What follows belongs to an exercise in optimizing a design on an open flow for small area, a short achievable clock period and few clock cycles; a production flow would make more cautious choices.
Only simulation tests tie the RTL to the original design; equivalence was not proved.
Power is estimated from default activity; no workload was simulated.

==> design.v <==
module afb_eval (
    input  wire [15:0] cnt,
    input  wire        busy_in,
    input  wire [3:0]  started_in,
    input  wire [7:0]  port_in,
    input  wire        cmpie,
    input  wire        cmpf_in,
    input  wire [15:0] cmp,
    input  wire [15:0] start0,
    input  wire [15:0] start1,
    input  wire [15:0] start2,
    input  wire [15:0] start3,
    output reg         busy_out,
    output reg  [3:0]  started_out,
    output reg  [7:0]  port_out,
    output reg         cmpf_out
);
    always @* begin
        busy_out    = busy_in;
        started_out = started_in;
        port_out    = port_in;
        cmpf_out    = cmpf_in;
        if (busy_in) begin
            if (cnt >= start0) begin started_out[0] = 1'b1; port_out[0] = 1'b1; end
            if (cnt >= start1) begin started_out[1] = 1'b1; port_out[1] = 1'b1; end
            if (cnt >= start2) begin started_out[2] = 1'b1; port_out[2] = 1'b1; end
            if (cnt >= start3) begin started_out[3] = 1'b1; port_out[3] = 1'b1; end
            if (started_out == 4'b1111) busy_out = 1'b0;
        end
        if (cnt == cmp) begin
            cmpf_out = 1'b1;
            if (cmpie) port_out[3:0] = 4'b0000;
        end
    end
endmodule
module afb (
    input  wire        clk,
    input  wire        rst,
    input  wire        req,
    input  wire        we,
    input  wire [1:0]  size,
    input  wire [8:0]  addr,
    input  wire [31:0] wdata,
    output wire        ack,
    output reg  [31:0] rdata,
    input  wire        tick,
    output wire [7:0]  port_o,
    output wire        irq,
    output wire        busy_o
);
    localparam [31:0] MARKER_EXPECTED = 32'h55AA1234;
    localparam [3:0] OP_NOP = 4'd0, OP_PID_INIT = 4'd1, OP_PID_UPDATE = 4'd2,
                     OP_MIX = 4'd3, OP_IDLE_PIN = 4'd4, OP_SCHEDULE = 4'd5,
                     OP_RUN = 4'd6, OP_VALIDATE = 4'd7;
    localparam [2:0] FC_ILLEGAL = 3'd1, FC_BUSY = 3'd2, FC_DIV_ZERO = 3'd3,
                     FC_RANGE = 3'd4, FC_BUS = 3'd5;
    localparam [3:0] S_IDLE = 4'd0, S_E = 4'd1, S_N1 = 4'd2, S_D1 = 4'd3,
                     S_P = 4'd4, S_D2 = 4'd6,
                     S_MIXN = 4'd8, S_MIXD = 4'd9, S_DONE = 4'd10;
    reg [2:0]  mode;
    reg        lock, cfgok, busy, fault, ovf, cmpf, cmpie;
    reg [2:0]  fcode;
    reg [31:0] finfo;
    reg [1:0]  ctrl;
    reg [31:0] marker;
    reg [15:0] esc_div, thr_offset, engage_thr, pulse_base, thr_stick;
    reg [7:0]  idle_cmd, settle;
    reg [7:0]  port;
    reg [15:0] cnt, cmp;
    reg [7:0]  esc   [0:3];
    reg [8:0]  start [0:3];
    reg [3:0]  started;
    reg [47:0] kp, ki, kd, kdiv, umul, udiv;
    reg [47:0] ref_r, rate;
    reg [95:0] integ, u;
    reg [53:0] prev;
    function [15:0] s16;
        input [47:0] v;
        input [1:0]  a;
        case (a)
            2'd0: s16 = v[15:0];
            2'd1: s16 = v[31:16];
            default: s16 = v[47:32];
        endcase
    endfunction
    function [31:0] s32;
        input [95:0] v;
        input [1:0]  a;
        case (a)
            2'd0: s32 = v[31:0];
            2'd1: s32 = v[63:32];
            default: s32 = v[95:64];
        endcase
    endfunction
    function [17:0] s18;
        input [53:0] v;
        input [1:0]  a;
        case (a)
            2'd0: s18 = v[17:0];
            2'd1: s18 = v[35:18];
            default: s18 = v[53:36];
        endcase
    endfunction
    reg [3:0]  state;
    reg        cmd_run;         
    reg        cmd_all;         
    reg        cmd_mix;         
    reg [1:0]  lane;
    reg [1:0]  ch;
    reg        wbp;             
    reg [1:0]  wlane;
    reg        dfirst;          
    reg        mrun, mdone;
    reg [1:0]  mlane;
    reg [62:0] pacc;            
    reg signed [16:0] xe;       
    reg signed [17:0] xd;       
    reg [48:0] macc, maccc;       
    reg [2:0]  mh;              
    reg        mfirst;
    reg        sgn;             
    reg [15:0] dR;
    reg [63:0] dQ;
    reg [15:0] dD;
    reg [17:0] dD3;
    reg [4:0]  dcnt;
    reg        mzero, mbig;     
    assign port_o = port;
    assign irq    = (ctrl[0] & cmpf) | (ctrl[1] & fault);
    assign busy_o = busy;
    wire acc_ok_fmt = (size == 2'd2) && (addr[1:0] == 2'b00);
    wire in_global  = (addr < 9'h060);
    wire in_bank    = (addr >= 9'h100) && (addr < 9'h1C0) && (addr[5:0] < 6'h2C);
    wire acc_legal  = acc_ok_fmt && (in_global || in_bank);
    wire [1:0] bank = addr[7:6];        
    wire [3:0] breg = addr[5:2];
    wire is_cmd_wr  = req && we && acc_legal && (addr == 9'h000);
    wire [3:0] c_op = wdata[3:0];
    wire [1:0] c_ax = wdata[5:4];
    wire c_illegal  = (wdata[31:6] != 26'd0) || c_op[3] ||
                      ((c_op != OP_PID_INIT) && (c_op != OP_PID_UPDATE) && (c_ax != 2'd0));
    wire c_busy     = busy && (c_op != OP_NOP);
    wire kdz0 = (kdiv[15:0] == 16'd0)  || (udiv[15:0] == 16'd0);
    wire kdz1 = (kdiv[31:16] == 16'd0) || (udiv[31:16] == 16'd0);
    wire kdz2 = (kdiv[47:32] == 16'd0) || (udiv[47:32] == 16'd0);
    reg  pid_divzero;
    always @* begin
        case (c_ax)
            2'd0: pid_divzero = kdz0;
            2'd1: pid_divzero = kdz1;
            2'd2: pid_divzero = kdz2;
            default: pid_divzero = kdz0 | kdz1 | kdz2;
        endcase
    end
    wire run_divzero = kdz0 | kdz1 | kdz2 | (esc_div == 16'd0);
    wire c_valid = !c_illegal && !c_busy;
    wire go_pid  = c_valid && (c_op == OP_PID_UPDATE) && !pid_divzero;
    wire go_mix  = c_valid && (c_op == OP_MIX) && (esc_div != 16'd0);
    wire go_run  = c_valid && (c_op == OP_RUN) && (mode == 3'd5) && !run_divzero;
    wire go_multi = is_cmd_wr && (go_pid || go_mix || go_run);
    assign ack = (state == S_IDLE) ? (req && !go_multi) : (state == S_DONE);
    wire [15:0] b_kp = s16(kp, bank), b_ki = s16(ki, bank), b_kd = s16(kd, bank);
    wire [15:0] b_kdiv = s16(kdiv, bank), b_umul = s16(umul, bank), b_udiv = s16(udiv, bank);
    wire [17:0] b_prev = s18(prev, bank);
    always @* begin
        rdata = 32'd0;
        if (acc_legal) begin
            if (in_global) begin
                case (addr[6:2])
                    5'h01: rdata = {18'd0, irq, cmpie, lock, cfgok, cmpf, ovf, 1'b0, fcode, 2'b00, fault, busy};
                    5'h02: rdata = finfo;
                    5'h03: rdata = {30'd0, ctrl};
                    5'h04: rdata = {29'd0, mode};
                    5'h05: rdata = marker;
                    5'h06: rdata = {16'd0, esc_div};
                    5'h07: rdata = {16'd0, thr_offset};
                    5'h08: rdata = {24'd0, idle_cmd};
                    5'h09: rdata = {16'd0, engage_thr};
                    5'h0A: rdata = {24'd0, settle};
                    5'h0B: rdata = {16'd0, pulse_base};
                    5'h0C: rdata = {16'd0, thr_stick};
                    5'h0D: rdata = {24'd0, port};
                    5'h0E: rdata = {16'd0, cnt};
                    5'h0F: rdata = {16'd0, cmp};
                    5'h10: rdata = {24'd0, esc[0]};
                    5'h11: rdata = {24'd0, esc[1]};
                    5'h12: rdata = {24'd0, esc[2]};
                    5'h13: rdata = {24'd0, esc[3]};
                    5'h14: rdata = {23'd0, start[0]};
                    5'h15: rdata = {23'd0, start[1]};
                    5'h16: rdata = {23'd0, start[2]};
                    5'h17: rdata = {23'd0, start[3]};
                    default: rdata = 32'd0;
                endcase
            end else begin
                case (breg)
                    4'h0: rdata = {{16{b_kp[15]}},   b_kp};
                    4'h1: rdata = {{16{b_ki[15]}},   b_ki};
                    4'h2: rdata = {{16{b_kd[15]}},   b_kd};
                    4'h3: rdata = {{16{b_kdiv[15]}}, b_kdiv};
                    4'h4: rdata = {{16{b_umul[15]}}, b_umul};
                    4'h5: rdata = {{16{b_udiv[15]}}, b_udiv};
                    4'h6: rdata = {16'd0, s16(ref_r, bank)};
                    4'h7: rdata = {16'd0, s16(rate, bank)};
                    4'h8: rdata = s32(integ, bank);
                    4'h9: rdata = {{14{b_prev[17]}}, b_prev};
                    4'hA: rdata = s32(u, bank);
                    default: rdata = 32'd0;
                endcase
            end
        end
    end
    wire [1:0] elane = (state == S_IDLE) ? 2'd0 : (state == S_E) ? mlane : (mlane + 2'd1);
    wire [31:0] e_integ = s32(integ, elane);
    wire signed [17:0] ee    = $signed({2'b00, s16(ref_r, elane)}) - $signed({2'b00, s16(rate, elane)});
    wire signed [32:0] eisum = $signed({e_integ[31], e_integ}) + ee;
    wire               eovf  = eisum[32] ^ eisum[31];
    wire signed [17:0] ed    = ee - $signed(s18(prev, elane));
    wire [15:0] umul_l = s16(umul, lane);
    wire [31:0] integ_l = s32(integ, mlane);
    wire [15:0] umag_l = umul_l[15] ? (16'd0 - umul_l) : umul_l;
    wire [15:0] c1 = s16(kp, mlane);
    wire [15:0] c2 = s16(ki, mlane);
    wire [15:0] c3 = s16(kd, mlane);
    wire [48:0] x1 = {{32{xe[16]}}, xe};
    wire [48:0] x2 = {{17{integ_l[31]}}, integ_l};
    wire [48:0] x3 = {{31{xd[17]}}, xd};
    wire [3:0]  mj1 = {mh, 1'b1};
    wire [3:0]  mj0 = {mh, 1'b0};
    wire        mneg = mfirst;               
    wire [48:0] pa1 = {49{mneg}} ^ (c1[mj1] ? x1 : 49'd0);
    wire [48:0] pa2 = {49{mneg}} ^ (c2[mj1] ? x2 : 49'd0);
    wire [48:0] pa3 = {49{mneg}} ^ (c3[mj1] ? x3 : 49'd0);
    wire [48:0] ka1 = pa1 ^ pa2 ^ pa3;
    wire [47:0] kb1m = (pa1[47:0] & pa2[47:0]) | (pa1[47:0] & pa3[47:0]) | (pa2[47:0] & pa3[47:0]);
    wire [48:0] kb1 = {kb1m, mneg};
    wire [48:0] as1 = {macc[47:0], mneg};
    wire [48:0] ac1 = {maccc[47:0], 1'b0};
    wire [48:0] ka2 = as1 ^ ac1 ^ ka1;
    wire [48:0] kb2 = {((as1 & ac1) | (as1 & ka1) | (ac1 & ka1)), mneg};
    wire [48:0] ms1 = ka2 ^ kb2 ^ kb1;
    wire [48:0] mc1 = {((ka2 & kb2) | (ka2 & kb1) | (kb2 & kb1)), 1'b0};
    wire [48:0] pb1 = c1[mj0] ? x1 : 49'd0;
    wire [48:0] pb2 = c2[mj0] ? x2 : 49'd0;
    wire [48:0] pb3 = c3[mj0] ? x3 : 49'd0;
    wire [48:0] kc1 = pb1 ^ pb2 ^ pb3;
    wire [48:0] kd1 = {((pb1 & pb2) | (pb1 & pb3) | (pb2 & pb3)), 1'b0};
    wire [48:0] as2 = {ms1[47:0], 1'b0};
    wire [48:0] ac2 = {mc1[47:0], 1'b0};
    wire [48:0] kc2 = as2 ^ ac2 ^ kc1;
    wire [48:0] kd2 = {((as2 & ac2) | (as2 & kc1) | (ac2 & kc1)), 1'b0};
    wire [48:0] ms2 = kc2 ^ kd2 ^ kd1;
    wire [48:0] mc2 = {((kc2 & kd2) | (kc2 & kd1) | (kd2 & kd1)), 1'b0};
    wire [23:0] pbyte = dQ[7:0] * umag_l;
    wire [62:0] pacc_n = {pacc[54:0], 8'd0} + {39'd0, pbyte};
    function [2:0] msb_pair;           
        input [15:0] v;
        integer b;
        begin
            msb_pair = 3'd0;
            for (b = 0; b < 16; b = b + 1)
                if (v[b]) msb_pair = b[3:1];
        end
    endfunction
    wire [15:0] e_kp = s16(kp, elane), e_ki = s16(ki, elane), e_kd = s16(kd, elane);
    wire [15:0] sv1 = {1'b0, e_kp[15:1] ^ e_kp[14:0]} |
                      {1'b0, e_ki[15:1] ^ e_ki[14:0]} |
                      {1'b0, e_kd[15:1] ^ e_kd[14:0]};
    wire [15:0] sv1s = {sv1[14:0], 1'b0};
    wire [2:0]  mh_m1 = msb_pair(sv1s | 16'd1);
    wire [15:0] udiv_w = s16(udiv, wlane);
    wire        wsg    = sgn ^ udiv_w[15];
    wire        wfits  = wsg ? ((dQ[63:32] == 32'd0) && (!dQ[31] || (dQ[30:0] == 31'd0)))
                             : (dQ[63:31] == 33'd0);
    wire [31:0] wval   = wsg ? (32'd0 - dQ[31:0]) : dQ[31:0];
    wire signed [34:0] mt = $signed({19'd0, thr_stick}) - $signed({19'd0, thr_offset});
    wire signed [34:0] mr = $signed((wbp && wlane == 2'd0) ? wval : u[31:0]);
    wire signed [34:0] mp = $signed((wbp && wlane == 2'd1) ? wval : u[63:32]);
    wire signed [34:0] my = $signed((wbp && wlane == 2'd2) ? wval : u[95:64]);
    reg  [1:0] nch;
    reg        nr, np, ny;           
    always @* begin
        nch = (state == S_MIXD) ? (ch + 2'd1) : ch;
        case (nch)
            2'd0: begin nr = 1'b1; np = 1'b0; ny = 1'b1; end
            2'd1: begin nr = 1'b0; np = 1'b0; ny = 1'b0; end
            2'd2: begin nr = 1'b1; np = 1'b1; ny = 1'b0; end
            default: begin nr = 1'b0; np = 1'b1; ny = 1'b1; end
        endcase
    end
    wire signed [34:0] msum = mt + (mr ^ {35{nr}}) + (mp ^ {35{np}}) + (my ^ {35{ny}})
                            + {33'd0, {1'b0, nr} + {1'b0, np} + {1'b0, ny}};
    wire [15:0] kdiv_l = s16(kdiv, mlane), udiv_l = s16(udiv, lane);
    wire [15:0] umul_m = s16(umul, mlane);
    wire        umul_m15 = umul_m[15];
    wire        n_m1  = (state == S_N1);
    wire [48:0] num_p = macc + maccc;
    wire [48:0] num_n = ~macc + ~maccc + 49'd2;        
    wire        num_s = num_p[48];
    wire [48:0] nnum  = num_s ? num_n : num_p;
    wire [63:0] nN = n_m1 ? {16'd0, nnum[47:0]} : {1'b0, pacc_n};
    wire [15:0] nD = n_m1 ? (kdiv_l[15] ? (16'd0 - kdiv_l) : kdiv_l) :
                            (udiv_l[15] ? (16'd0 - udiv_l) : udiv_l);
    wire        nfast = (nN[63:24] == 40'd0) && (nN[23:8] < nD);
    wire [15:0] nR    = nfast ? nN[23:8] : 16'd0;
    wire [63:0] nQ    = nfast ? {nN[7:0], 56'd0} : nN;
    wire [4:0]  nkc   = nfast ? 5'd1 : 5'd8;
    wire        mxbig  = (msum[33:8] >= {10'd0, esc_div});
    wire        mxzero = msum[34] || (msum == 35'd0);
    reg [15:0] sR;
    reg [63:0] sQ;
    reg [17:0] sR4;
    reg [18:0] sT1, sT2, sT3;
    integer k;
    always @* begin
        sR = dR;
        sQ = dQ;
        for (k = 0; k < 4; k = k + 1) begin
            sR4 = {sR, sQ[63:62]};
            sT1 = {1'b0, sR4} - {3'b000, dD};
            sT2 = {1'b0, sR4} - {2'b00, dD, 1'b0};
            sT3 = {1'b0, sR4} - {1'b0, dD3};
            if (!sT3[18]) begin
                sR = sT3[15:0];
                sQ = {sQ[61:0], 2'd3};
            end else if (!sT2[18]) begin
                sR = sT2[15:0];
                sQ = {sQ[61:0], 2'd2};
            end else if (!sT1[18]) begin
                sR = sT1[15:0];
                sQ = {sQ[61:0], 2'd1};
            end else begin
                sR = sR4[15:0];
                sQ = {sQ[61:0], 2'd0};
            end
        end
    end
    wire [7:0] mix_q   = mzero ? 8'd0 : mbig ? 8'd250 :
                         (sQ[7:0] > 8'd250) ? 8'd250 : sQ[7:0];
    reg        sched_en;
    reg        sched_pin;        
    reg [2:0]  sched_mode;
    wire [7:0] se0 = esc[0];
    wire [7:0] se1 = esc[1];
    wire [7:0] se2 = esc[2];
    wire [7:0] se3 = esc[3];
    wire [7:0] smax01 = (se0 > se1) ? se0 : se1;
    wire [7:0] smax23 = (se2 > se3) ? se2 : se3;
    wire [7:0] smax   = (smax01 > smax23) ? smax01 : smax23;
    wire [8:0] epeak = {1'b0, smax} + {1'b0, settle};
    wire [16:0] ecmpv = {8'd0, epeak} + {1'b0, pulse_base};
    wire [8:0] est0 = epeak - {1'b0, se0};
    wire [8:0] est1 = epeak - {1'b0, se1};
    wire [8:0] est2 = epeak - {1'b0, se2};
    wire [8:0] est3 = epeak - {1'b0, se3};
    wire        e_busy;
    wire [3:0]  e_started;
    wire [7:0]  e_port;
    wire        e_cmpf;
    afb_eval u_eval_arm (
        .cnt(16'd0), .busy_in(1'b1), .started_in(4'b0000),
        .port_in({port[7:4], 4'b0000}), .cmpie(1'b1), .cmpf_in(1'b0),
        .cmp(ecmpv[15:0]), .start0({7'd0, est0}), .start1({7'd0, est1}),
        .start2({7'd0, est2}), .start3({7'd0, est3}),
        .busy_out(e_busy), .started_out(e_started), .port_out(e_port), .cmpf_out(e_cmpf)
    );
    wire [8:0] ppeak = {1'b0, idle_cmd} + {1'b0, settle};
    wire [16:0] pcmpv = {8'd0, ppeak} + {1'b0, pulse_base};
    wire [8:0] pst   = {1'b0, settle};
    wire        p_busy;
    wire [3:0]  p_started;
    wire [7:0]  p_port;
    wire        p_cmpf;
    afb_eval u_eval_pin (
        .cnt(16'd0), .busy_in(1'b1), .started_in(4'b0000),
        .port_in({port[7:4], 4'b0000}), .cmpie(1'b1), .cmpf_in(1'b0),
        .cmp(pcmpv[15:0]), .start0({7'd0, pst}), .start1({7'd0, pst}),
        .start2({7'd0, pst}), .start3({7'd0, pst}),
        .busy_out(p_busy), .started_out(p_started), .port_out(p_port), .cmpf_out(p_cmpf)
    );
    wire [16:0] scmpv = sched_pin ? pcmpv : ecmpv;
    wire        sarm  = (sched_mode >= 3'd4) && !scmpv[16];
    wire        srange = (sched_mode >= 3'd4) && scmpv[16];
    wire [8:0] sst0 = sched_pin ? pst : est0;
    wire [8:0] sst1 = sched_pin ? pst : est1;
    wire [8:0] sst2 = sched_pin ? pst : est2;
    wire [8:0] sst3 = sched_pin ? pst : est3;
    wire        s_busy    = sched_pin ? p_busy : e_busy;
    wire [3:0]  s_started = sched_pin ? p_started : e_started;
    wire [7:0]  s_port    = sched_pin ? p_port : e_port;
    wire        s_cmpf    = sched_pin ? p_cmpf : e_cmpf;
    wire [15:0] cnt_inc = cnt + 16'd1;
    wire        t_busy;
    wire [3:0]  t_started;
    wire [7:0]  t_port;
    wire        t_cmpf;
    afb_eval u_eval_tick (
        .cnt(cnt_inc), .busy_in(busy), .started_in(started),
        .port_in(port), .cmpie(cmpie), .cmpf_in(cmpf),
        .cmp(cmp), .start0({7'd0, start[0]}), .start1({7'd0, start[1]}),
        .start2({7'd0, start[2]}), .start3({7'd0, start[3]}),
        .busy_out(t_busy), .started_out(t_started), .port_out(t_port), .cmpf_out(t_cmpf)
    );
    always @* begin
        sched_en   = 1'b0;
        sched_pin  = 1'b0;
        sched_mode = mode;
        if (state == S_IDLE) begin
            if (is_cmd_wr && c_valid) begin
                if (c_op == OP_SCHEDULE) sched_en = 1'b1;
                if (c_op == OP_RUN && mode != 3'd5) begin
                    sched_en = 1'b1;
                    if (mode == 3'd4) sched_pin = 1'b1;
                end
            end
        end else if (state == S_DONE && cmd_run) begin
            sched_en = 1'b1;
        end
    end
    integer i;
    always @(posedge clk) begin
        if (rst) begin
            mode <= 3'd0; lock <= 1'b0; cfgok <= 1'b0; busy <= 1'b0; fault <= 1'b0;
            ovf <= 1'b0; cmpf <= 1'b0; cmpie <= 1'b0; fcode <= 3'd0; finfo <= 32'd0;
            ctrl <= 2'd0; marker <= 32'd0; esc_div <= 16'd0; thr_offset <= 16'd0;
            idle_cmd <= 8'd0; engage_thr <= 16'd1200; settle <= 8'd1;
            pulse_base <= 16'd250; thr_stick <= 16'd0; port <= 8'd0;
            cnt <= 16'd0; cmp <= 16'd0; started <= 4'd0;
            for (i = 0; i < 4; i = i + 1) begin
                esc[i] <= 8'd0;
                start[i] <= 9'd0;
            end
            kp <= 48'd0; ki <= 48'd0; kd <= 48'd0;
            kdiv <= 48'd0; umul <= 48'd0; udiv <= 48'd0;
            ref_r <= 48'd0; rate <= 48'd0;
            integ <= 96'd0; prev <= 54'd0; u <= 96'd0;
            state <= S_IDLE; cmd_run <= 1'b0; cmd_all <= 1'b0; cmd_mix <= 1'b0;
            lane <= 2'd0; ch <= 2'd0; wbp <= 1'b0; wlane <= 2'd0;
            mrun <= 1'b0; mdone <= 1'b0; mlane <= 2'd0;
        end else begin
            if (tick) begin
                cnt     <= cnt_inc;
                busy    <= t_busy;
                started <= t_started;
                port    <= t_port;
                cmpf    <= t_cmpf;
            end
            case (state)
            S_IDLE: begin
                if (req) begin
                    if (!acc_legal) begin
                        if (!fault) begin
                            fault <= 1'b1; fcode <= FC_BUS;
                            finfo <= {we, 1'b0, size, 19'd0, addr};
                        end
                    end else if (we) begin
                        if (in_global) begin
                            case (addr[6:2])
                            5'h00: begin
                                if (c_illegal) begin
                                    if (!fault) begin fault <= 1'b1; fcode <= FC_ILLEGAL; finfo <= wdata; end
                                end else if (c_busy) begin
                                    if (!fault) begin fault <= 1'b1; fcode <= FC_BUSY; finfo <= wdata; end
                                end else begin
                                    case (c_op)
                                    OP_PID_INIT: begin
                                        for (i = 0; i < 3; i = i + 1)
                                            if (c_ax == 2'd3 || c_ax == i[1:0]) begin
                                                integ[i*32 +: 32] <= 32'd0; prev[i*18 +: 18] <= 18'd0; u[i*32 +: 32] <= 32'd0;
                                            end
                                    end
                                    OP_PID_UPDATE: begin
                                        if (pid_divzero) begin
                                            if (!fault) begin fault <= 1'b1; fcode <= FC_DIV_ZERO; finfo <= wdata; end
                                        end else begin
                                            cmd_run <= 1'b0; cmd_mix <= 1'b0;
                                            cmd_all <= (c_ax == 2'd3);
                                            mlane   <= (c_ax == 2'd3) ? 2'd0 : c_ax;
                                            wbp     <= 1'b0;
                                            state   <= S_E;
                                        end
                                    end
                                    OP_MIX: begin
                                        if (esc_div == 16'd0) begin
                                            if (!fault) begin fault <= 1'b1; fcode <= FC_DIV_ZERO; finfo <= wdata; end
                                        end else begin
                                            cmd_run <= 1'b0; cmd_mix <= 1'b1;
                                            ch <= 2'd0; state <= S_MIXN;
                                        end
                                    end
                                    OP_IDLE_PIN: begin
                                        for (i = 0; i < 4; i = i + 1) esc[i] <= idle_cmd;
                                    end
                                    OP_RUN: begin
                                        if (mode == 3'd5) begin
                                            if (run_divzero) begin
                                                if (!fault) begin fault <= 1'b1; fcode <= FC_DIV_ZERO; finfo <= wdata; end
                                                cmpie <= 1'b0; cmpf <= 1'b0; port <= {port[7:4], 4'b0000};
                                                started <= 4'd0; busy <= 1'b0;
                                            end else begin
                                                cmd_run <= 1'b1; cmd_all <= 1'b1; cmd_mix <= 1'b1;
                                                ch <= 2'd0;
                                                integ[31:0] <= eisum[31:0];
                                                prev[17:0]  <= ee;
                                                if (eovf) ovf <= 1'b1;
                                                xe <= ee[16:0]; xd <= ed;
                                                macc <= 49'd0; maccc <= 49'd0; mfirst <= 1'b1; mh <= mh_m1;
                                                mrun <= 1'b1; mdone <= 1'b0; mlane <= 2'd0;
                                                wbp <= 1'b0;
                                                state <= S_N1;
                                            end
                                        end else if (mode == 3'd4) begin
                                            if (thr_stick >= engage_thr) mode <= 3'd5;
                                            for (i = 0; i < 4; i = i + 1) esc[i] <= idle_cmd;
                                        end
                                    end
                                    OP_VALIDATE: begin
                                        if ((marker == MARKER_EXPECTED) && (esc_div != 16'd0) &&
                                            !kdz0 && !kdz1 && !kdz2 &&
                                            ({8'd0, settle} + {1'b0, pulse_base} + 17'd250 <= 17'h0FFFF)) begin
                                            cfgok <= 1'b1;
                                            if (mode == 3'd0) mode <= 3'd2;
                                        end else begin
                                            cfgok <= 1'b0;
                                            if (mode == 3'd0) begin mode <= 3'd1; lock <= 1'b1; end
                                        end
                                    end
                                    default: ;  
                                    endcase
                                end
                            end
                            5'h01: begin
                                if (wdata[1]) begin fault <= 1'b0; fcode <= 3'd0; finfo <= 32'd0; end
                                if (wdata[8]) ovf <= 1'b0;
                                if (wdata[9]) cmpf <= 1'b0;
                            end
                            5'h03: ctrl <= wdata[1:0];
                            5'h04: begin
                                if (!lock && (wdata[2:0] < 3'd6)) begin
                                    mode <= wdata[2:0];
                                    if (wdata[2:0] == 3'd1) lock <= 1'b1;
                                end
                            end
                            5'h05: marker <= wdata;
                            5'h06: esc_div <= wdata[15:0];
                            5'h07: thr_offset <= wdata[15:0];
                            5'h08: idle_cmd <= (wdata[7:0] > 8'd250) ? 8'd250 : wdata[7:0];
                            5'h09: engage_thr <= wdata[15:0];
                            5'h0A: settle <= wdata[7:0];
                            5'h0B: pulse_base <= wdata[15:0];
                            5'h0C: thr_stick <= wdata[15:0];
                            5'h0D: port <= {wdata[7:4], port[3:0]};
                            5'h10: esc[0] <= (wdata[7:0] > 8'd250) ? 8'd250 : wdata[7:0];
                            5'h11: esc[1] <= (wdata[7:0] > 8'd250) ? 8'd250 : wdata[7:0];
                            5'h12: esc[2] <= (wdata[7:0] > 8'd250) ? 8'd250 : wdata[7:0];
                            5'h13: esc[3] <= (wdata[7:0] > 8'd250) ? 8'd250 : wdata[7:0];
                            default: ;  
                            endcase
                        end else begin
                            for (i = 0; i < 3; i = i + 1)
                                if (bank == i[1:0]) begin
                                    case (breg)
                                    4'h0: kp[i*16 +: 16]    <= wdata[15:0];
                                    4'h1: ki[i*16 +: 16]    <= wdata[15:0];
                                    4'h2: kd[i*16 +: 16]    <= wdata[15:0];
                                    4'h3: kdiv[i*16 +: 16]  <= wdata[15:0];
                                    4'h4: umul[i*16 +: 16]  <= wdata[15:0];
                                    4'h5: udiv[i*16 +: 16]  <= wdata[15:0];
                                    4'h6: ref_r[i*16 +: 16] <= wdata[15:0];
                                    4'h7: rate[i*16 +: 16]  <= wdata[15:0];
                                    default: ;  
                                    endcase
                                end
                        end
                    end
                end
            end
            S_E: begin
                for (i = 0; i < 3; i = i + 1) if (elane == i[1:0]) integ[i*32 +: 32] <= eisum[31:0];
                for (i = 0; i < 3; i = i + 1) if (elane == i[1:0]) prev[i*18 +: 18] <= ee;
                if (eovf) ovf <= 1'b1;
                xe <= ee[16:0]; xd <= ed;
                macc <= 49'd0; maccc <= 49'd0; mfirst <= 1'b1; mh <= mh_m1;
                mrun <= 1'b1; mdone <= 1'b0;
                state <= S_N1;
            end
            S_N1: begin
                if (wbp) begin
                    for (i = 0; i < 3; i = i + 1) if (wlane == i[1:0]) u[i*32 +: 32] <= wval;
                    if (!wfits) ovf <= 1'b1;
                    wbp <= 1'b0;
                end
                if (mdone) begin
                    lane   <= mlane;
                    dR     <= nR;
                    dQ     <= nQ;
                    dD     <= nD;
                    dD3    <= {2'b00, nD} + {1'b0, nD, 1'b0};
                    dcnt   <= nkc;
                    dfirst <= 1'b1;
                    pacc   <= 63'd0;
                    sgn    <= num_s ^ kdiv_l[15] ^ umul_m15;
                    state  <= S_D1;
                    mdone  <= 1'b0;
                    if (cmd_all && mlane != 2'd2) begin
                        for (i = 0; i < 3; i = i + 1) if (elane == i[1:0]) integ[i*32 +: 32] <= eisum[31:0];
                        for (i = 0; i < 3; i = i + 1) if (elane == i[1:0]) prev[i*18 +: 18] <= ee;
                        if (eovf) ovf <= 1'b1;
                        xe <= ee[16:0]; xd <= ed;
                        macc <= 49'd0; maccc <= 49'd0; mfirst <= 1'b1; mh <= mh_m1;
                        mrun <= 1'b1; mlane <= elane;
                    end
                end
            end
            S_D1, S_D2: begin
                dR     <= sR;
                dQ     <= sQ;
                dcnt   <= dcnt - 5'd1;
                dfirst <= 1'b0;
                if (state == S_D1 && !dfirst) pacc <= pacc_n;    
                if (dcnt == 5'd1) begin
                    if (state == S_D1)
                        state <= S_P;
                    else begin
                        wbp   <= 1'b1;      
                        state <= (cmd_all && lane != 2'd2) ? S_N1 :
                                 cmd_mix ? S_MIXN : S_DONE;
                    end
                end
            end
            S_P: begin
                dR    <= nR;
                dQ    <= nQ;
                dD    <= nD;
                dD3   <= {2'b00, nD} + {1'b0, nD, 1'b0};
                dcnt  <= nkc;
                wlane <= lane;
                state <= S_D2;
            end
            S_MIXN, S_MIXD: begin
                if (wbp) begin
                    for (i = 0; i < 3; i = i + 1) if (wlane == i[1:0]) u[i*32 +: 32] <= wval;
                    if (!wfits) ovf <= 1'b1;
                    wbp <= 1'b0;
                end
                if (state == S_MIXD && dcnt != 5'd1) begin
                    dR   <= sR;
                    dQ   <= sQ;
                    dcnt <= dcnt - 5'd1;
                end else begin
                    if (state == S_MIXD) esc[ch] <= mix_q;
                    if (state == S_MIXD && ch == 2'd3) begin
                        state <= S_DONE;
                    end else begin
                        ch    <= nch;
                        dR    <= msum[23:8];
                        dQ    <= {msum[7:0], 56'd0};
                        dD    <= esc_div;
                        dD3   <= {2'b00, esc_div} + {1'b0, esc_div, 1'b0};
                        dcnt  <= 5'd1;
                        mzero <= mxzero;
                        mbig  <= mxbig;
                        state <= S_MIXD;
                    end
                end
            end
            S_DONE: begin
                if (wbp) begin
                    for (i = 0; i < 3; i = i + 1) if (wlane == i[1:0]) u[i*32 +: 32] <= wval;
                    if (!wfits) ovf <= 1'b1;
                    wbp <= 1'b0;
                end
                state <= S_IDLE;
            end
            default: state <= S_IDLE;
            endcase
            if (mrun) begin
                macc   <= ms2;
                maccc  <= mc2;
                mfirst <= 1'b0;
                mh     <= mh - 3'd1;
                if (mh == 3'd0) begin
                    mrun  <= 1'b0;
                    mdone <= 1'b1;
                end
            end
            if (sched_en) begin
                cmpie   <= 1'b0;
                cmpf    <= 1'b0;
                port    <= {port[7:4], 4'b0000};
                started <= 4'd0;
                busy    <= 1'b0;
                if (srange) begin
                    if (!fault) begin fault <= 1'b1; fcode <= FC_RANGE; finfo <= (state == S_IDLE) ? wdata : 32'h6; end
                end else if (sarm) begin
                    start[0] <= sst0; start[1] <= sst1; start[2] <= sst2; start[3] <= sst3;
                    cmp     <= scmpv[15:0];
                    cnt     <= 16'd0;
                    cmpie   <= 1'b1;
                    busy    <= s_busy;
                    started <= s_started;
                    port    <= s_port;
                    cmpf    <= s_cmpf;
                end
            end
        end
    end
endmodule
==> run.sh <==
#!/bin/bash
# synth_recipe.tcl (not shown) runs the flow's synth.tcl, then flattens the netlist and writes it again
# the make line also repeats each setting of config.mk as NAME=value (left out here)
make -C /OpenROAD-flow-scripts/flow DESIGN_CONFIG=/design/flow/config.mk WORK_HOME=/design/flow/orfs CLKGATE_MAP_FILE= SYNTH_SCRIPT=/design/flow/synth_recipe.tcl finish
==> config.mk <==
export PLATFORM = sky130hd
export DESIGN_NAME = afb
export DESIGN_NICKNAME = afb
export VERILOG_FILES = /design/flow/design.v
export SDC_FILE = /design/flow/constraint.sdc
export NUM_CORES = 4
export LEC_CHECK = 0
export CAP_MARGIN = 20
export CORE_MARGIN = 2
export CORE_UTILIZATION = 30
export SLEW_MARGIN = 20
==> constraint.sdc <==
create_clock -name core_clock -period 16.0 [get_ports {clk}]
set_input_delay 3.2000 -clock core_clock [delete_from_list [all_inputs] [get_ports {clk}]]
set_output_delay 3.2000 -clock core_clock [all_outputs]
set_load 0.01 [all_outputs]
==> results of run 1 <==
[area by class of cell]
class / instances / area (µm²)
Clock inverter: 49 / 569
Multi-Input combinational cell: 10800 / 72800
Antenna cell: 8 / 20.0
Fill cell: 37900 / 237000
Sequential cell: 1244 / 28400
Inverter: 944 / 3550
Clock buffer: 233 / 4750
Timing Repair Buffer: 373 / 3000
Tap cell: 4751 / 5940
[layer usage]
layer  GRT usage (%)  vias up  part of all wire [%]
met1            32.2    50000                    41
met4            12.4       12                   6.1
met5               0        -                 0.016
li1                -    47500                     -
met2            36.1     5524                    42
met3            5.40     1066                    11
[cells in the mapped netlist (all sizes together), types with 258 or more instances]
library cell  number
dfxtp            900
nor2            1207
xor2             258
ha               748
xnor2            437
mux2i            306
fa               444
nand2           2318
o21ai            606
clkbuf           667
inv              943
edfxtp           344
a21oi           1594
[through the flow]
step           hold slack (ns)  total power, W
6_report                 0.452         0.00767
5_1_grt                  0.461         0.00784
4_1_cts                  0.452         0.00767
3_5_place_dp             0.444         0.00391
3_3_place_gp             0.441         0.00391
2_1_floorplan            0.432         0.00369
[cells by family (layout without fill, tap and decap cells)]
kind of cell	Yosys count	after routing	share of synthesized area (%)
compound gates	3823	3823	22.2
buf+inv	1724	1599	6.10
other cells	0	8	0
simple gates	4791	4791	19.5
xor+xnor	695	695	5.68
flops	1244	1244	26.5
fa+ha+maj	1192	1192	17.0
mux	320	320	3.02
[power groups by stage]
stage,combinational [W],clock (W),sequential [W]
5_1_grt,0.000662,0.00394,0.00324
3_3_place_gp,0.000601,0,0.00331
2_1_floorplan,0.000396,0,0.00330
4_1_cts,0.000607,0.00383,0.00324
3_5_place_dp,0.000605,0,0.00330
6_report,0.000628,0.00381,0.00324
[worst paths after layout]
check	start	end	slack [ns]	depth (start not counted)
worst min register to register	start[1][2]	start[1][2]	0.45	2
worst max-delay path	dD[1]	esc[3][0]	1.04	48
worst max register to register	dD[1]	esc[3][0]	1.04	48
worst min-delay path	start[1][2]	start[1][2]	0.45	2
[state kept, by name, summed over array words and instances (netlist names), 36 cells and up]
register	flops
kdiv	48
rate	48
start	36
u	96
ki	48
dQ	64
integ	96
kp	48
pacc	55
maccc	47
umul	48
kd	48
prev	51
udiv	48
ref_r	48
macc	49
[critical path: cells and delay by family (launching register included)]
family,cells,cell delay (ns)
AOI/OAI and AO/OA,35,10.19
adders and majority gates,4,1.52
buffers and inverters,2,0.82
DFF,1,0.60
muxes,1,0.56
and+or+nand+nor,6,0.98
==> results by group, run 1 <==
Outcome
  – Status: timing/DRC/antenna clean

Layout
  – Fin area: 119000 µm²
  – Layout cell share with drive strength beyond 1: 5.59%
  – Layout Nets: 14800
  – Commonest non-fill, non-tap cell in the layout: nand2_1
  – Most frequent cells in the layout: nand2_1, a21oi_1, nor2_1, inv_1, dfxtp_1
  – Final Non-Filler Cells: 18400
  – Layout Utilization: 33.5%
  – P&R area growth vs syn: 11.0%

Logic synthesis
  – Post-synth top flop: dfxtp_1
  – EDFF count, synth: 344
  – Area contributors post-synth: dfxtp_1, edfxtp_1, ha_1
  – Post-synth top area cell: dfxtp_1
  – Post-synth ARST share: 0%
  – Synthesized flop and latch total: 1244
  – Syn_nets: 15000
  – Register area share after synthesis: 26.5%
  – Post-synth top area share: 16.8%
  – Synthesis Warnings: 3
  – Yosys cell types: 118
  – Post-Syn Area: 107000 µm²
  – Mapped Cells: 13800
  – Syn avg cell area: 7.77 µm²

Place
  – Dpl cells: 18100
  – Number of port buffers: 90
  – Placer Congestion: 1.01
  – Post-placement setup slack: 1.11 ns
  – Hpwl dp: 337000 µm
  – Placed instance area: 114000 µm²

STA
  – Clock skew: 0.0740 ns
  – Max Clk Rate: 66.9 MHz
  – Crit path time final: 14.96 ns
  – Unrepaired setup endpoints after global routing: false
  – Final critical-path setup slack: 1.04 ns
  – Relative slew slack: 9.71%
  – Worst-Margin Slew: 1.34 ns
  – Fin crit share: 93.5%
  – Final hold violations: 0
  – Setup TNS: 0 ns
  – Final count of pins violating max slew: 0
  – Final setup viols: 0

Global routing
  – GRT Util Overall: 24.1%
  – Total global routing overflow: 0
  – Global-route wire length before repair: 660000 µm
  – Vias in the first global route: 97300
  – Initial antenna violation count: 21
  – Pin count of the biggest net entering global routing: 147

Clocking
  – Post-CTS resize count: 0
  – Root Buffer: clkbuf_16
  – Inserted Clock Buffers: 161
  – Clock latency (worst-skew pair): 0.87 ns
  – Clock Path Buffers: 4
  – H-tree levels: 4
  – Hold buffer count at cts: 0
  – Clock slew at reported path FFs: 0.06 ns
  – Post-CTS setup buffer count: 0
  – Clk sinks: 1244
  – CTS tree: built

Detailed routing
  – Vias per inst: 5.65
  – Detailed-route wire length: 452000 µm
  – Number of detailed-route iterations in the first pass: 9
  – WL/cell: 24.5 µm
  – Routed vias: 104000
  – DRC Markers: 0
  – 1st-iter DRT viols: 13900
  – Antenna-violating nets left: 0

Floorplan
  – Die Ht: 602 µm
  – CORE AREA: 356000 µm²
  – Initial core utilization: 30.1%
  – Num ports: 91
  – # rows: 219
  – Die extent in x: 602 µm
  – DIE AREA: 362000 µm²

Power and ir drop
  – Comb power frac: 8.2%
  – Sw Share: 26.2%
  – LEAKAGE: 45.6 nW
  – Sequential share of power: 42.2%
  – Pwr/cell area: 64.5 nW/µm²
  – Max VDD drop: 0.0781 mV
  – Internal power: 0.00567 W
  – Clock power frac: 49.6%
  – Switching power: 0.00201 W

Critical path
  – Crit Path Category: reg -> reg
  – Crit path required time: 16.59 ns
  – Worst endpoint data arrival time: 15.55 ns
  – Crit. End Element: flip-flop
  – Crit Path Max Fanout: 12
  – Critical path's largest stage delay: 0.82 ns
  – Startpoint type of the worst setup path: flip-flop
  – Slowest-stage cell, CP: a221oi_1

Worst hold path
  – HP Class: reg -> reg

Run
  – Max-Cap Viols: 0
Testbench counts, summed over its fixed seeds: cycles 14,611.
==> inputs of run 2 (changes only) <==
--- a/design.v
+++ b/design.v
@@ -111,6 +111,8 @@
     reg [1:0]  wlane;
     reg        dfirst;          
     reg        mrun, mdone;
+    reg [31:0] xi;              
+    reg        sdirty;          
     reg [1:0]  mlane;
     reg [62:0] pacc;            
     reg signed [16:0] xe;       
@@ -135,6 +137,7 @@
     wire [1:0] bank = addr[7:6];        
     wire [3:0] breg = addr[5:2];
     wire is_cmd_wr  = req && we && acc_legal && (addr == 9'h000);
+    wire s_dirty_now = req && we && acc_legal && ((addr == 9'h000) || (in_bank && addr[7:6] == 2'd0));
     wire [3:0] c_op = wdata[3:0];
     wire [1:0] c_ax = wdata[5:4];
     wire c_illegal  = (wdata[31:6] != 26'd0) || c_op[3] ||
@@ -217,13 +220,12 @@
     wire               eovf  = eisum[32] ^ eisum[31];
     wire signed [17:0] ed    = ee - $signed(s18(prev, elane));
     wire [15:0] umul_l = s16(umul, lane);
-    wire [31:0] integ_l = s32(integ, mlane);
     wire [15:0] umag_l = umul_l[15] ? (16'd0 - umul_l) : umul_l;
     wire [15:0] c1 = s16(kp, mlane);
     wire [15:0] c2 = s16(ki, mlane);
     wire [15:0] c3 = s16(kd, mlane);
     wire [48:0] x1 = {{32{xe[16]}}, xe};
-    wire [48:0] x2 = {{17{integ_l[31]}}, integ_l};
+    wire [48:0] x2 = {{17{xi[31]}}, xi};
     wire [48:0] x3 = {{31{xd[17]}}, xd};
     wire [3:0]  mj1 = {mh, 1'b1};
     wire [3:0]  mj0 = {mh, 1'b0};
@@ -436,7 +438,7 @@
             integ <= 96'd0; prev <= 54'd0; u <= 96'd0;
             state <= S_IDLE; cmd_run <= 1'b0; cmd_all <= 1'b0; cmd_mix <= 1'b0;
             lane <= 2'd0; ch <= 2'd0; wbp <= 1'b0; wlane <= 2'd0;
-            mrun <= 1'b0; mdone <= 1'b0; mlane <= 2'd0;
+            mrun <= 1'b0; mdone <= 1'b0; mlane <= 2'd0; sdirty <= 1'b1;
         end else begin
             if (tick) begin
                 cnt     <= cnt_inc;
@@ -445,8 +447,26 @@
                 port    <= t_port;
                 cmpf    <= t_cmpf;
             end
+            if (mrun) begin
+                macc   <= ms2;
+                maccc  <= mc2;
+                mfirst <= 1'b0;
+                mh     <= mh - 3'd1;
+                if (mh == 3'd0) begin
+                    mrun  <= 1'b0;
+                    mdone <= 1'b1;
+                end
+            end
             case (state)
             S_IDLE: begin
+                if (s_dirty_now)
+                    sdirty <= 1'b1;
+                else if (sdirty) begin
+                    sdirty <= 1'b0;
+                    xe <= ee[16:0]; xd <= ed; xi <= eisum[31:0];
+                    macc <= 49'd0; maccc <= 49'd0; mfirst <= 1'b1; mh <= mh_m1;
+                    mrun <= 1'b1; mdone <= 1'b0; mlane <= 2'd0;
+                end
                 if (req) begin
                     if (!acc_legal) begin
                         if (!fault) begin
@@ -503,9 +523,11 @@
                                                 integ[31:0] <= eisum[31:0];
                                                 prev[17:0]  <= ee;
                                                 if (eovf) ovf <= 1'b1;
-                                                xe <= ee[16:0]; xd <= ed;
-                                                macc <= 49'd0; maccc <= 49'd0; mfirst <= 1'b1; mh <= mh_m1;
-                                                mrun <= 1'b1; mdone <= 1'b0; mlane <= 2'd0;
+                                                if (sdirty) begin
+                                                    xe <= ee[16:0]; xd <= ed; xi <= eisum[31:0];
+                                                    macc <= 49'd0; maccc <= 49'd0; mfirst <= 1'b1; mh <= mh_m1;
+                                                    mrun <= 1'b1; mdone <= 1'b0; mlane <= 2'd0;
+                                                end
                                                 wbp <= 1'b0;
                                                 state <= S_N1;
                                             end
@@ -579,7 +601,7 @@
                 for (i = 0; i < 3; i = i + 1) if (elane == i[1:0]) integ[i*32 +: 32] <= eisum[31:0];
                 for (i = 0; i < 3; i = i + 1) if (elane == i[1:0]) prev[i*18 +: 18] <= ee;
                 if (eovf) ovf <= 1'b1;
-                xe <= ee[16:0]; xd <= ed;
+                xe <= ee[16:0]; xd <= ed; xi <= eisum[31:0];
                 macc <= 49'd0; maccc <= 49'd0; mfirst <= 1'b1; mh <= mh_m1;
                 mrun <= 1'b1; mdone <= 1'b0;
                 state <= S_N1;
@@ -606,7 +628,7 @@
                         for (i = 0; i < 3; i = i + 1) if (elane == i[1:0]) integ[i*32 +: 32] <= eisum[31:0];
                         for (i = 0; i < 3; i = i + 1) if (elane == i[1:0]) prev[i*18 +: 18] <= ee;
                         if (eovf) ovf <= 1'b1;
-                        xe <= ee[16:0]; xd <= ed;
+                        xe <= ee[16:0]; xd <= ed; xi <= eisum[31:0];
                         macc <= 49'd0; maccc <= 49'd0; mfirst <= 1'b1; mh <= mh_m1;
                         mrun <= 1'b1; mlane <= elane;
                     end
@@ -674,16 +696,6 @@
             end
             default: state <= S_IDLE;
             endcase
-            if (mrun) begin
-                macc   <= ms2;
-                maccc  <= mc2;
-                mfirst <= 1'b0;
-                mh     <= mh - 3'd1;
-                if (mh == 3'd0) begin
-                    mrun  <= 1'b0;
-                    mdone <= 1'b1;
-                end
-            end
             if (sched_en) begin
                 cmpie   <= 1'b0;
                 cmpf    <= 1'b0;
--- a/config.mk
+++ b/config.mk
@@ -7,5 +7,7 @@
 export LEC_CHECK = 0
 export CAP_MARGIN = 20
 export CORE_MARGIN = 2
-export CORE_UTILIZATION = 30
+export CORE_UTILIZATION = 45
+export SETUP_SLACK_MARGIN = 5
 export SLEW_MARGIN = 20
+export TNS_END_PERCENT = 100
==> run 2 against run 1 <==
Against the previous run: largest cell class unchanged; final area grew 2.7%; still clean; largest power group is now combinational logic; utilization increased by 17 points; area after synthesis grew 1.9%; highest routed layer unchanged; wire length up 2.1%; clock power up 1%; synthesized cell count barely moved; via count is 2.2% higher.
==> results by group, run 2 <==
Global routing
  – Global-route wire length before repair: 669000 µm
  – Initial antenna violation count: 14
  – Vias in the first global route: 100000
  – Total global routing overflow: 0
  – GRT Util Overall: 36.1%
  – Pin count of the biggest net entering global routing: 209

Layout
  – Final Non-Filler Cells: 17000
  – Layout cell share with drive strength beyond 1: 7.80%
  – Most frequent cells in the layout: nand2_1, a21oi_1, nor2_1, dfxtp_1, inv_1
  – Fin area: 122000 µm²
  – P&R area growth vs syn: 11.9%
  – Commonest non-fill, non-tap cell in the layout: nand2_1
  – Layout Nets: 15000
  – Biggest regs: integ (96), u (96), dQ (64)

Clocking
  – Root Buffer: clkbuf_16
  – Clock Path Buffers: 3
  – Clk sinks: 1279
  – Inserted Clock Buffers: 160
  – H-tree levels: 4
  – Clock latency (worst-skew pair): 0.85 ns
  – Clock slew at reported path FFs: 0.06 ns
  – CTS tree: built
  – Hold buffer count at cts: 0

Logic synthesis
  – Post-Syn Area: 109000 µm²
  – Post-synth top area share: 16.5%
  – Post-synth ARST share: 0%
  – Area contributors post-synth: dfxtp_1, edfxtp_1, ha_1
  – Syn_nets: 15000
  – Syn avg cell area: 7.92 µm²
  – Mapped Cells: 13800
  – EDFF count, synth: 378
  – Synthesized flop and latch total: 1279
  – Yosys cell types: 105
  – Most instantiated cells after synthesis: nand2_1, a21oi_1, nor2_1, dfxtp_1, inv_1
  – Count leader, synth: nand2_1
  – Synthesis Warnings: 3
  – Post-synth top flop: dfxtp_1
  – Post-synth top area cell: dfxtp_1
  – Register area share after synthesis: 26.9%

Place
  – Dpl cells: 16600
  – Hpwl dp: 339000 µm
  – Number of port buffers: 90
  – Placed instance area: 114000 µm²
  – Placer Congestion: 0.998

Power and ir drop
  – Clock power frac: 15.8%
  – Switching power: 0.0114 W
  – Sw Share: 46.9%
  – LEAKAGE: 48.4 nW
  – Sequential share of power: 16.3%
  – Pwr/cell area: 200 nW/µm²
  – Internal power: 0.0129 W
  – Total power: 0.0244 W
  – Max VDD drop: 0.213 mV
  – Comb power frac: 67.9%

Critical path
  – Crit Path Max Fanout: 12
  – Buf+Inv Stages, Crit Path: 8
  – Top cell by count, worst path: a21oi_2
  – Crit. End Element: flip-flop
  – Cell family with most CP delay: compound AO/OA/AOI/OAI gates
  – Crit path required time: 16.67 ns
  – Slowest-stage cell, CP: edfxtp_1
  – Critical path's largest stage delay: 0.49 ns
  – Worst endpoint data arrival time: 11.94 ns
  – Crit Path Category: reg -> reg
  – Startpoint type of the worst setup path: flip-flop

Detailed routing
  – 1st-iter DRT viols: 13500
  – Antenna-violating nets left: 0
  – DRC Markers: 0
  – WL/cell: 27.1 µm
  – Detailed-route wire length: 462000 µm
  – Vias per inst: 6.25
  – Number of detailed-route iterations in the first pass: 9
  – Routed vias: 106000

Run
  – Max-Cap Viols: 0

STA
  – Max Clk Rate: 88.7 MHz
  – Setup TNS: 0 ns
  – Clock skew: 0.0594 ns
  – Final setup viols: 0
  – Worst-Margin Slew: 1.29 ns
  – Unrepaired setup endpoints after global routing: true
  – Final hold violations: 0
  – Fin crit share: 70.4%
  – Relative slew slack: 13.0%
  – Crit path time final: 11.27 ns
  – Final count of pins violating max slew: 0

Floorplan
  – Die extent in x: 497 µm
  – Initial core utilization: 45.3%
  – Num ports: 91
  – # rows: 180
  – CORE AREA: 241000 µm²
  – DIE AREA: 247000 µm²
  – Die Ht: 497 µm

Worst hold path
  – HP Class: reg -> reg

Outcome
  – Status: timing/DRC/antenna clean
## run 2: cells by family after synthesis
kind of cell / Yosys count / share of synthesized area [%]
muxes: 592 / 5.44
adders and majority gates: 1198 / 16.8
DFF: 1279 / 26.9
and+or+nand+nor: 4746 / 18.9
AOI/OAI and AO/OA: 3613 / 20.5
buffers and inverters: 1651 / 5.72
xor gates and xnor gates: 713 / 5.73
## run 2: worst register-to-register path, delay by kind of cell (launching register included)
kind                     cells  cell delay, ns
AO/OA/AOI/OAI               39            7.09
buffers and inverters        8            1.24
flip-flops                   1            0.49
AND/OR/NAND/NOR              5            1.06
adder cells (fa/ha/maj)      4            0.90
multiplexers                 1            0.35
## run 2: power groups by stage
stage                     clock network [W]  logic (W)  registers [W]
after floorplan                           0     0.0109        0.00390
after global placement                    0     0.0147        0.00403
after detailed placement                  0     0.0149        0.00404
after CTS                           0.00388     0.0161        0.00397
after global routing                0.00401     0.0184        0.00400
final                               0.00386     0.0166        0.00397
## run 2: metrics by stage
step | setup WS [ns] | util, % | hold WS (ns)
3_3_place_gp | 1.30 | 47.2 | 0.441
3_5_place_dp | 1.30 | 47.2 | 0.447
6_report | 4.73 | 50.7 | 0.456
2_1_floorplan | 5.03 | - | 0.436
5_1_grt | 4.40 | 50.7 | 0.483
4_1_cts | 4.59 | 50.2 | 0.455
## run 2: path summary, 6_finish.rpt
path	end	startpoint	slack, ns	cells past startpoint
worst max-delay path	esc[0][0]	dR[9]	4.73	57
worst min-delay path	thr_offset[2]	thr_offset[2]	0.46	2
worst max register to register	esc[0][0]	dR[9]	4.73	57
worst min register to register	thr_offset[2]	thr_offset[2]	0.46	2
## run 2: layer usage
layer	share of wire, %	vias to the layer above	GRT usage [%]	routed length, µm
li1	-	47900	-	-
met1	41	51600	48.7	189000
met2	43	5731	54.3	198000
met3	9.9	1167	7.02	45800
met4	6.3	2	19.8	29300
met5	0.0026	-	0	12
## run 2: cell type report
cell class | count | area [µm²]
tap | 3185 | 3990
multi-input combinational | 10900 | 75500
fill | 23200 | 119000
inverter | 877 | 3320
antenna | 4 | 10.0
sequential | 1279 | 29400
timing repair buffer | 527 | 4480
clock inverter | 72 | 923
clock buffer | 219 | 4580
## run 2: repair_timing
action	in CTS	in global routing
resized for setup	199	124
pin swaps	71	68
gates cloned	4	1
endpoints found under the setup margin	79	81
setup buffers	76	73
Testbench counts of run 2, summed over its fixed seeds: cycles 14,003.
==> inputs of run 3 (changes only) <==
--- a/config.mk
+++ b/config.mk
@@ -7,7 +7,7 @@
 export LEC_CHECK = 0
 export CAP_MARGIN = 20
 export CORE_MARGIN = 2
-export CORE_UTILIZATION = 45
+export CORE_UTILIZATION = 55
 export SETUP_SLACK_MARGIN = 5
 export SLEW_MARGIN = 20
 export TNS_END_PERCENT = 100
==> run 3 against run 2 <==
Against the previous run: clock skew shrank 0.0042 ns; combinational power is essentially flat; final area shrank 0.79%; still clean on timing, DRC and antenna; wire length shrank 1.1%; worst hold slack gained 0.013 ns; power grew 0.69%; register-to-register slack is essentially flat; global-route usage grew 7.3 points; setup slack lost 0.0098 ns.
==> results by group, run 3 <==
Critical path
  – Worst endpoint data arrival time: 11.80 ns
  – Launch point of the worst path: dD3[0]
  – Crit path to: dR[1]
  – Startpoint type of the worst setup path: flip-flop
  – Crit. End Element: flip-flop
  – Worst r2r path cells: 56
  – Crit path required time: 16.52 ns
  – Crit Path Category: reg -> reg
  – Critical path's largest stage delay: 0.46 ns
  – Crit Path Max Fanout: 6
  – Worst r2r src: dD3[0]
  – Worst R2R End: dR[1]
  – Slowest-stage cell, CP: edfxtp_1
  – Register-to-register setup slack: 4.72 ns

STA
  – Fin crit share: 70.5%
  – Hold WS: 0.469 ns
  – Clock skew: 0.0551 ns
  – Final hold violations: 0
  – Relative slew slack: 13.8%
  – Final setup viols: 0
  – Max Clk Rate: 88.7 MHz
  – Unrepaired setup endpoints after global routing: true
  – Worst-Margin Slew: 1.28 ns
  – Final count of pins violating max slew: 0
  – Crit path time final: 11.28 ns
  – Final critical-path setup slack: 4.72 ns
  – Setup TNS: 0 ns

Layout
  – Fin area: 121000 µm²
  – Layout cell share with drive strength beyond 1: 7.82%
  – Biggest regs: integ (96), u (96), dQ (64)
  – P&R area growth vs syn: 11.0%
  – Layout Nets: 15000
  – Final-layout fill cell count: 17700
  – Commonest non-fill, non-tap cell in the layout: nand2_1
  – Most frequent cells in the layout: nand2_1, a21oi_1, nor2_1, dfxtp_1, inv_1

Logic synthesis
  – Post-synth top flop: dfxtp_1
  – Most instantiated cells after synthesis: nand2_1, a21oi_1, nor2_1, dfxtp_1, inv_1
  – EDFF count, synth: 378
  – Post-synthesis compound-gate area fraction: 20.5%
  – Yosys cell types: 105
  – Post-Syn Area: 109000 µm²
  – Combinational family with the most area after synthesis: compound AO/OA/AOI/OAI gates
  – Simple-gate share of the synthesized area: 18.9%
  – Register area share after synthesis: 26.9%
  – Count leader, synth: nand2_1
  – Post-synth top area share: 16.5%
  – Syn_nets: 15000
  – Area contributors post-synth: dfxtp_1, edfxtp_1, ha_1
  – Synth Area in XOR/XNOR: 5.73%
  – Mux cell area share after synthesis: 5.44%
  – Adder-cell area share of the yosys netlist: 16.8%
  – Post-synth top area cell: dfxtp_1
  – Synthesis Warnings: 3
  – Synthesized flop and latch total: 1279
  – Post-synth ARST share: 0%
  – Mapped Cells: 13800
  – Syn avg cell area: 7.92 µm²

Global routing
  – Pin count of the biggest net entering global routing: 209
  – Vias in the first global route: 102000
  – Global-route wire length before repair: 665000 µm
  – GRT Util Overall: 43.5%
  – Total global routing overflow: 0
  – Initial antenna violation count: 19

Place
  – Placer Congestion: 1.06
  – Hpwl dp: 334000 µm
  – Placed instance area: 113000 µm²
  – Post-placement setup slack: 2.04 ns
  – Number of port buffers: 90

Clocking
  – Root Buffer: clkbuf_16
  – H-tree levels: 4
  – Clock latency (worst-skew pair): 0.86 ns
  – Clock slew at reported path FFs: 0.06 ns
  – Clk sinks: 1279
  – Inserted Clock Buffers: 153
  – Clock Path Buffers: 3
  – CTS tree: built

Detailed routing
  – WL met3: 57500 µm
  – DRC Markers: 0
  – Routed vias: 108000
  – Top Metal Used: met5
  – Detailed-route wire length: 457000 µm
  – 1st-iter DRT viols: 14800
  – DRT met1 WL: 174000 µm
  – Vias per inst: 6.54
  – Number of detailed-route iterations in the first pass: 12
  – Antenna-violating nets left: 0
  – Met2 Wirelength: 191000 µm
  – WL/cell: 27.7 µm

Floorplan
  – DIE AREA: 202000 µm²
  – Num ports: 91
  – Die Ht: 450 µm
  – CORE AREA: 197000 µm²
  – # rows: 163
  – Die extent in x: 450 µm
  – Initial core utilization: 55.3%

Power and ir drop
  – LEAKAGE: 48.2 nW
  – Max VDD drop: 0.260 mV
  – Pwr/cell area: 202 nW/µm²
  – Total power: 0.0246 W

Outcome
  – Status: timing/DRC/antenna clean

Run
  – Max-Cap Viols: 0

Worst hold path
  – HP Class: reg -> reg
==> run 3: timing repair <==
action | 4_1_cts | 5_1_grt
pin swaps | 63 | 91
hold buffers | 0 | 0
endpoints found under the setup margin | 63 | 88
setup buffers | 89 | 65
gates cloned | 2 | 4
resized for setup | 155 | 155
==> run 3: how the worst min path moves through the flow <==
stage / endpoint / from / slack, ns / cells past startpoint
after detailed placement: thr_offset[2] / thr_offset[2] / 0.46 / 2
after global placement: thr_offset[2] / thr_offset[2] / 0.44 / 2
after global routing: prev[28] / prev[28] / 0.48 / 2
after floorplan: thr_offset[1] / thr_offset[1] / 0.44 / 2
final: u[2] / u[2] / 0.47 / 2
after CTS: thr_offset[2] / thr_offset[2] / 0.46 / 2
==> run 3: stage by stage <==
stage	std cells	util (%)
2_1_floorplan	13800	-
3_5_place_dp	16000	57.3
3_3_place_gp	16000	57.3
6_report	16500	61.4
5_1_grt	16500	61.4
4_1_cts	16400	60.7
==> run 3: critical path, delay by kind of cell (launching register included) <==
family          cells  cell delay (ns)
buf+inv             8             1.06
fa+ha+maj           5             1.24
compound gates     32             6.29
simple gates       10             1.54
flops               1             0.46
mux                 1             0.36
==> run 3: power by group <==
group	switching, W	internal (W)
registers	0.000292	0.00370
logic	0.00981	0.00703
clock network	0.00159	0.00214
==> run 3: layout make-up <==
type	count	area, µm²	area share, %
multi-input cells	10900	75400	62.2
flip-flops and latches	1279	29400	24.2
repair buffers	548	4540	3.75
clock buffers	212	4410	3.64
inverters	877	3320	2.74
well taps	2640	3300	2.72
clock inverters	63	865	0.713
diodes	10	25.0	0.0206
==> run 3: kinds of logic after synthesis <==
logic type / Yosys count
and+or+nand+nor: 4746
AOI/OAI and AO/OA: 3613
buffers and inverters: 1651
DFF: 1279
adders and majority gates: 1198
xor gates and xnor gates: 713
muxes: 592
==> run 3: routing by layer <==
metal / track usage [%] / vias up
met4: 27.2 / 6
li1: - / 47900
met3: 12.8 / 1571
met5: 0 / -
met2: 63.6 / 6751
met1: 56.2 / 51800

[afterwards: timing with drivers on the ports]
In the flow no input, the clock included, has a driving cell. The finished layouts below were timed again as built, in two steps. Step 1, drivers: a clkbuf_16 drives clk and a buf_2 each remaining input, both assumed. Step 2 moves the port delays by t, midway between the first and last clock arrival at a register: inputs arrive t later, outputs are due t later. That takes back most of the time a late clock gives input paths. a / b / c = ideal ports / drivers / drivers and shift; a / b = the first two.
| run | t, ns | setup slack, ns | worst hold slack (ns) | clock arrival spread, ns | worst register clock-pin slew, ns |
|---|---|---|---|---|---|
| run 1 | 0.933 | 1.045 / 1.045 / 1.045 | 0.452 / 0.452 / 0.452 | 0.078 / 0.078 | 0.08 / 0.08 |
| run 2 | 0.923 | 4.730 / 4.730 / 4.730 | 0.456 / 0.456 / 0.456 | 0.070 / 0.069 | 0.07 / 0.07 |
| run 3 | 0.924 | 4.720 / 4.720 / 4.720 | 0.469 / 0.469 / 0.469 | 0.068 / 0.068 | 0.07 / 0.07 |
After both steps every run listed still meets setup and hold.
